This is an optimization exercise on Yosys and OpenROAD, whose aim is small area, a short achievable clock period and few clock cycles per item, not a production implementation.
RTL that was checked went through simulation tests only; none was proved equivalent to the original.
Power is estimated from default activity; no workload was simulated.

// gsm7_alpha
module gsm7_alpha (
    input  wire        clk,
    input  wire        rst,           
    input  wire        cmd_valid,
    output wire        cmd_ready,
    input  wire [2:0]  cmd_op,
    input  wire [15:0] cmd_len,
    input  wire        in_valid,
    output wire        in_ready,
    input  wire [31:0] in_data,
    output reg         out_valid,
    input  wire        out_ready,
    output wire [20:0] out_data,
    output reg         res_valid,
    input  wire        res_ready,
    output wire [7:0]  res_err,
    output wire [15:0] res_count
);
    reg         idle;         
    reg         inr;          
    reg         is_dec, is_val;
    reg  [1:0]  pol;
    reg  [10:0] rem;          
    reg         st;           
    reg         flt;          
    reg         r_v, s_v;
    reg  [10:0] r_e, s_e;
    reg  [13:0] od;
    reg  [4:0]  err;          
    reg  [11:0] cnt;
    assign cmd_ready = idle;
    assign in_ready  = inr;
    assign out_data  = {7'd0, od};
    assign res_err   = {3'd0, err};
    assign res_count = {4'd0, cnt};
    wire acc = in_valid && inr;
    wire [32:0] i_i = {is_dec, in_data};
    wire [3:0]  i_f;
    wire i_00_;
    wire i_01_;
    wire i_02_;
    wire i_03_;
    wire i_04_;
    wire i_05_;
    wire i_06_;
    wire i_07_;
    wire i_08_;
    wire i_09_;
    wire i_10_;
    wire i_11_;
    wire i_12_;
    wire i_13_;
    wire i_14_;
    wire i_15_;
    wire i_16_;
    wire i_17_;
    wire i_18_;
    wire i_19_;
    wire i_20_;
    wire i_21_;
    wire i_22_;
    wire i_23_;
    wire i_24_;
    wire i_25_;
  ...
For scale: roughly 790 cells after synthesis, roughly 5500 µm² of cells after synthesis.
Settings: LEC_CHECK=0, ABC_AREA=1, CAP_MARGIN=20, CORE_MARGIN=2, CORE_UTILIZATION=40, CTS_BUF_LIST=sky130_fd_sc_hd__clkbuf_8, CTS_CLUSTER_SIZE=40, SETUP_SLACK_MARGIN=5, SLEW_MARGIN=20; clock period 8.0 ns.
standard.sh (not shown) runs the stock make flow with config.mk's settings and CLKGATE_MAP_FILE= SYNTH_SCRIPT=/design/flow/synth_recipe.tcl, a recipe that flattens the netlist after the stock synthesis.
==> flow/flow/run.sh <==
#!/bin/bash
# The standard layout (standard.sh), with plain buf_1 cells as the port buffers
# instead of the default choice (repair_timing resizes them where timing needs it).
set -euo pipefail
bash standard.sh BUFFER_PORTS_ARGS="-buffer_cell sky130_fd_sc_hd__buf_1" finish > standard.log 2>&1
Edit:
--- a/flow/design.v
+++ b/flow/design.v
@@ -16,14 +16,15 @@
     output wire [7:0]  res_err,
     output wire [15:0] res_count
 );
     reg         idle;         
     reg         inr;          
     reg         is_dec, is_val;
     reg  [1:0]  pol;
+    reg         imm, ie1;
     reg  [10:0] rem;          
     reg         st;           
     reg         flt;          
     reg         r_v, s_v;
     reg  [10:0] r_e, s_e;
     reg  [13:0] od;
     reg  [4:0]  err;          
@@ -808,16 +809,18 @@
     assign t_257_ = ~((t_256_ | t_i[0]) & (t_112_ | t_023_));
     assign t_258_ = t_257_ & ~(t_100_);
     assign t_259_ = t_092_ & ~(t_258_);
     assign t_261_ = ~((t_259_ & t_255_) | t_126_);
     assign t_y[0] = ~((t_261_ & t_253_) | (t_251_ & t_157_));
     assign t_y[13] = ~(t_121_ | t_120_);
     assign t_y[12:9] = { 3'h0, t_y[8] };
-    wire [1:0]  cls   = t_y[15:14];      
-    wire [13:0] t_d   = t_y[13:0];
+    reg [15:0] tq;
+    always @(posedge clk) tq <= t_y;
+    wire [1:0]  cls   = tq[15:14];      
+    wire [13:0] t_d   = tq[13:0];
     wire        alpha = cls[1] ^ cls[0];
     wire xd = r_lo && (b == 8'h0A || b == 8'h14 || b == 8'h28 || b == 8'h29 || b == 8'h2F ||
                        b == 8'h3C || b == 8'h3D || b == 8'h3E || b == 8'h40 || b == 8'h65);
     wire xe = (r_gk && b == 8'h2C) ||
               (r_lo && (b == 8'h0C || b == 8'h5B || b == 8'h5C || b == 8'h5D || b == 8'h5E ||
                         b == 8'h7B || b == 8'h7C || b == 8'h7D || b == 8'h7E));
     wire can_out = !out_valid || out_ready;
@@ -827,40 +830,42 @@
     wire f14  = is_dec && !esc && b[7];
     wire fna  = is_enc && !alpha && (pol[0] == pol[1]);      
     wire flt_now = go && !flt && (f13 || f14 || fna);
     wire [4:0] f_code = {f13 || f14, 1'b0, f14 && !f13, f13 || (fna && pol[0]), f13 || (fna && !pol[0])};
     wire emit = !flt && (is_dec ? (esc || (b != 8'h1B && !b[7])) : (!is_val && (alpha || pol != 2'd2)));
     wire keep = !flt && !r_bad && (is_dec ? (esc && !xd) : (!is_val && xe && !half));
     wire cons = go && !keep;
-    wire drained = (rem == 11'd0) && !r_v && !s_v;
-    wire tail    = !idle && is_dec && !is_val && esc && !flt && drained;
+    wire drained = ((rem == 11'd0) || imm) && !r_v && !s_v;
+    wire tail    = !idle && is_dec && esc && !flt && drained;
     wire tail_go = tail && can_out;
     wire fin     = !idle && drained && !tail && !res_valid && can_out;
     wire r_v_n = cons ? (s_v || acc) : (r_v || acc);
+    wire r_ld  = !r_v || cons;
     wire s_v_n = cons ? (s_v && acc) : (s_v || (r_v && acc));
     wire rem1  = (rem == 11'd1);
     wire c_op  = (cmd_op[2:1] == 2'b11);
     wire c_len = (cmd_len > 16'd1024);
     wire c_imm = c_op || c_len;
     always @(posedge clk) begin
-        if (!r_v || cons)
-            r_e <= s_v ? s_e : in_e;
+        r_e <= ({11{r_ld && !s_v}} & in_e) | ({11{r_ld && s_v}} & s_e) | ({11{!r_ld}} & r_e);
         if (!s_v || cons)
             s_e <= in_e;
         if (go || tail_go)
             od <= tail ? 14'h00A0 : t_d;
         if (idle) begin
-            is_dec <= (cmd_op == 3'd5) || c_imm;
-            is_val <= (cmd_op == 3'd4) || c_imm;
-            pol    <= c_imm ? {1'b0, !c_op} : cmd_op[1:0];
-            rem    <= c_imm ? 11'd0 : cmd_len[10:0];
-            st     <= (cmd_op == 3'd4) && (cmd_len != 16'd0) && !c_len;
+            is_dec <= (cmd_op == 3'd5);
+            is_val <= (cmd_op == 3'd4);
+            pol    <= cmd_op[1:0];
+            imm    <= c_imm;
+            ie1    <= !c_op;
+            rem    <= cmd_len[10:0];
+            st     <= (cmd_op == 3'd4) && (cmd_len != 16'd0);
             flt    <= 1'b0;
         end else begin
-            if (acc) rem <= rem - 11'd1;
+            rem <= rem - {10'd0, acc};
             if (go && !flt) begin
                 if (is_dec)      st <= !esc && (b == 8'h1B);
                 else if (is_val) st <= alla && alpha;
                 else             st <= xe && !half;
             end
             if (flt_now) flt <= 1'b1;
             if (tail_go) st <= 1'b0;
@@ -882,23 +887,23 @@
             if (idle)
                 idle <= !cmd_valid;
             else if (fin)
                 idle <= 1'b1;
             if (idle)
                 inr <= cmd_valid && !c_imm && (cmd_len != 16'd0);
             else
-                inr <= (rem != 11'd0) && !(rem1 && acc) && !(r_v_n && s_v_n);
+                inr <= !imm && (rem != 11'd0) && !(rem1 && acc) && !(r_v_n && s_v_n);
             if (res_valid && res_ready)
                 err <= 5'd0;
-            else if (fin && is_dec && is_val)
-                err <= {3'b100, pol[0], 1'b0};
+            else if (fin && imm)
+                err <= {3'b100, ie1, 1'b0};
             else if (flt_now)
                 err <= f_code;
             if (res_valid && res_ready)
                 cnt <= 12'd0;
             else if (fin && (flt || is_val))
-                cnt <= {11'd0, is_val && !is_dec && alla && !flt};
-            else if (out_valid && out_ready)
-                cnt <= cnt + 12'd1;
+                cnt <= {11'd0, is_val && !imm && alla && !flt};
+            else
+                cnt <= cnt + {11'd0, out_valid && out_ready};
         end
     end
 endmodule
=> Total power came out lower by 5.8%. Clock skew stays flat. Wire length went down by 4.8%. Combinational power went down by 52%. Fmax climbs by 3.1%. Setup slack is better by 0.091 ns. Flip-flop and latch count increases by 14. Critical path depth is lower by 7. Synthesized area is higher by 6.2%. Core utilization is lower by 4.8 points. Die area increases by 6.0%.
Only the layout flow was run in the second run of this note; the RTL was not checked for function there.

* * *

gsm7_alpha, a different RTL version from the one above (not shown whole).
Size: roughly 780 cells after synthesis, roughly 110 I/O pins.
Settings: LEC_CHECK=0, ABC_AREA=1, CAP_MARGIN=20, CORE_MARGIN=2, CORE_UTILIZATION=40, CTS_BUF_LIST=sky130_fd_sc_hd__clkbuf_8, CTS_CLUSTER_SIZE=40, SETUP_SLACK_MARGIN=5, SLEW_MARGIN=20; clock period 8.0 ns.
Scripts as last shown in full above: flow/flow/run.sh
Testbench counts at the start, summed over its fixed seeds: cycles 38,358, items 35,725.
Then changed:
--- a/flow/design.v
+++ b/flow/design.v
@@ -833,20 +833,20 @@
     wire cons = go && !keep;
     wire drained = (rem == 11'd0) && !r_v && !s_v;
     wire tail    = !idle && is_dec && !is_val && esc && !flt && drained;
     wire tail_go = tail && can_out;
     wire fin     = !idle && drained && !tail && !res_valid && can_out;
     wire r_v_n = cons ? (s_v || acc) : (r_v || acc);
+    wire r_ld  = !r_v || cons;
     wire s_v_n = cons ? (s_v && acc) : (s_v || (r_v && acc));
     wire rem1  = (rem == 11'd1);
     wire c_op  = (cmd_op[2:1] == 2'b11);
     wire c_len = (cmd_len > 16'd1024);
     wire c_imm = c_op || c_len;
     always @(posedge clk) begin
-        if (!r_v || cons)
-            r_e <= s_v ? s_e : in_e;
+        r_e <= ({11{r_ld && !s_v}} & in_e) | ({11{r_ld && s_v}} & s_e) | ({11{!r_ld}} & r_e);
         if (!s_v || cons)
             s_e <= in_e;
         if (go || tail_go)
             od <= tail ? 14'h00A0 : t_d;
         if (idle) begin
             is_dec <= (cmd_op == 3'd5) || c_imm;
Routed wire length climbs by 1.3%.
Sequential power is lower by 6.0%.
Final area is lower by 1.8%.
Core utilization went down by 1.3 points.
First-iteration DRC count climbs by 13%.
Function not checked in the second run of this note: the RTL went through the layout flow alone.

[afterwards: timing with drivers on the ports]
The flow's constraints put no driver on any port. The routed layouts listed below were extracted and timed again, unchanged, in two steps. Step 1 (the two cells are an assumption about what drives the block):
set clk [get_ports {clk}]
set_driving_cell -lib_cell sky130_fd_sc_hd__clkbuf_16 $clk
set_driving_cell -lib_cell sky130_fd_sc_hd__buf_2 [delete_from_list [all_inputs] $clk]
Step 2 moves the port delays by t, midway between the first and last clock arrival at a register: inputs arrive t later, outputs are due t later. That takes back most of the time a late clock gives input paths. Slacks: ideal ports / drivers / drivers and shift; pairs: ideal ports / drivers.
run	t, ns	slack for setup (ns)	cell pins on the clock port's net
the first run of note 1	0.386	5.029 / 5.029 / 4.668	1
the second run of note 1	0.400	5.120 / 5.132 / 4.732	1
the first run of note 2	0.388	5.144 / 5.144 / 4.786	1
the second run of note 2	0.388	5.063 / 5.079 / 4.692	1
After both steps setup and hold are still met in every run listed. The setup slack of the second run of note 1, which loses most, moves by +0.012 ns with the drivers and by -0.388 ns with both steps.
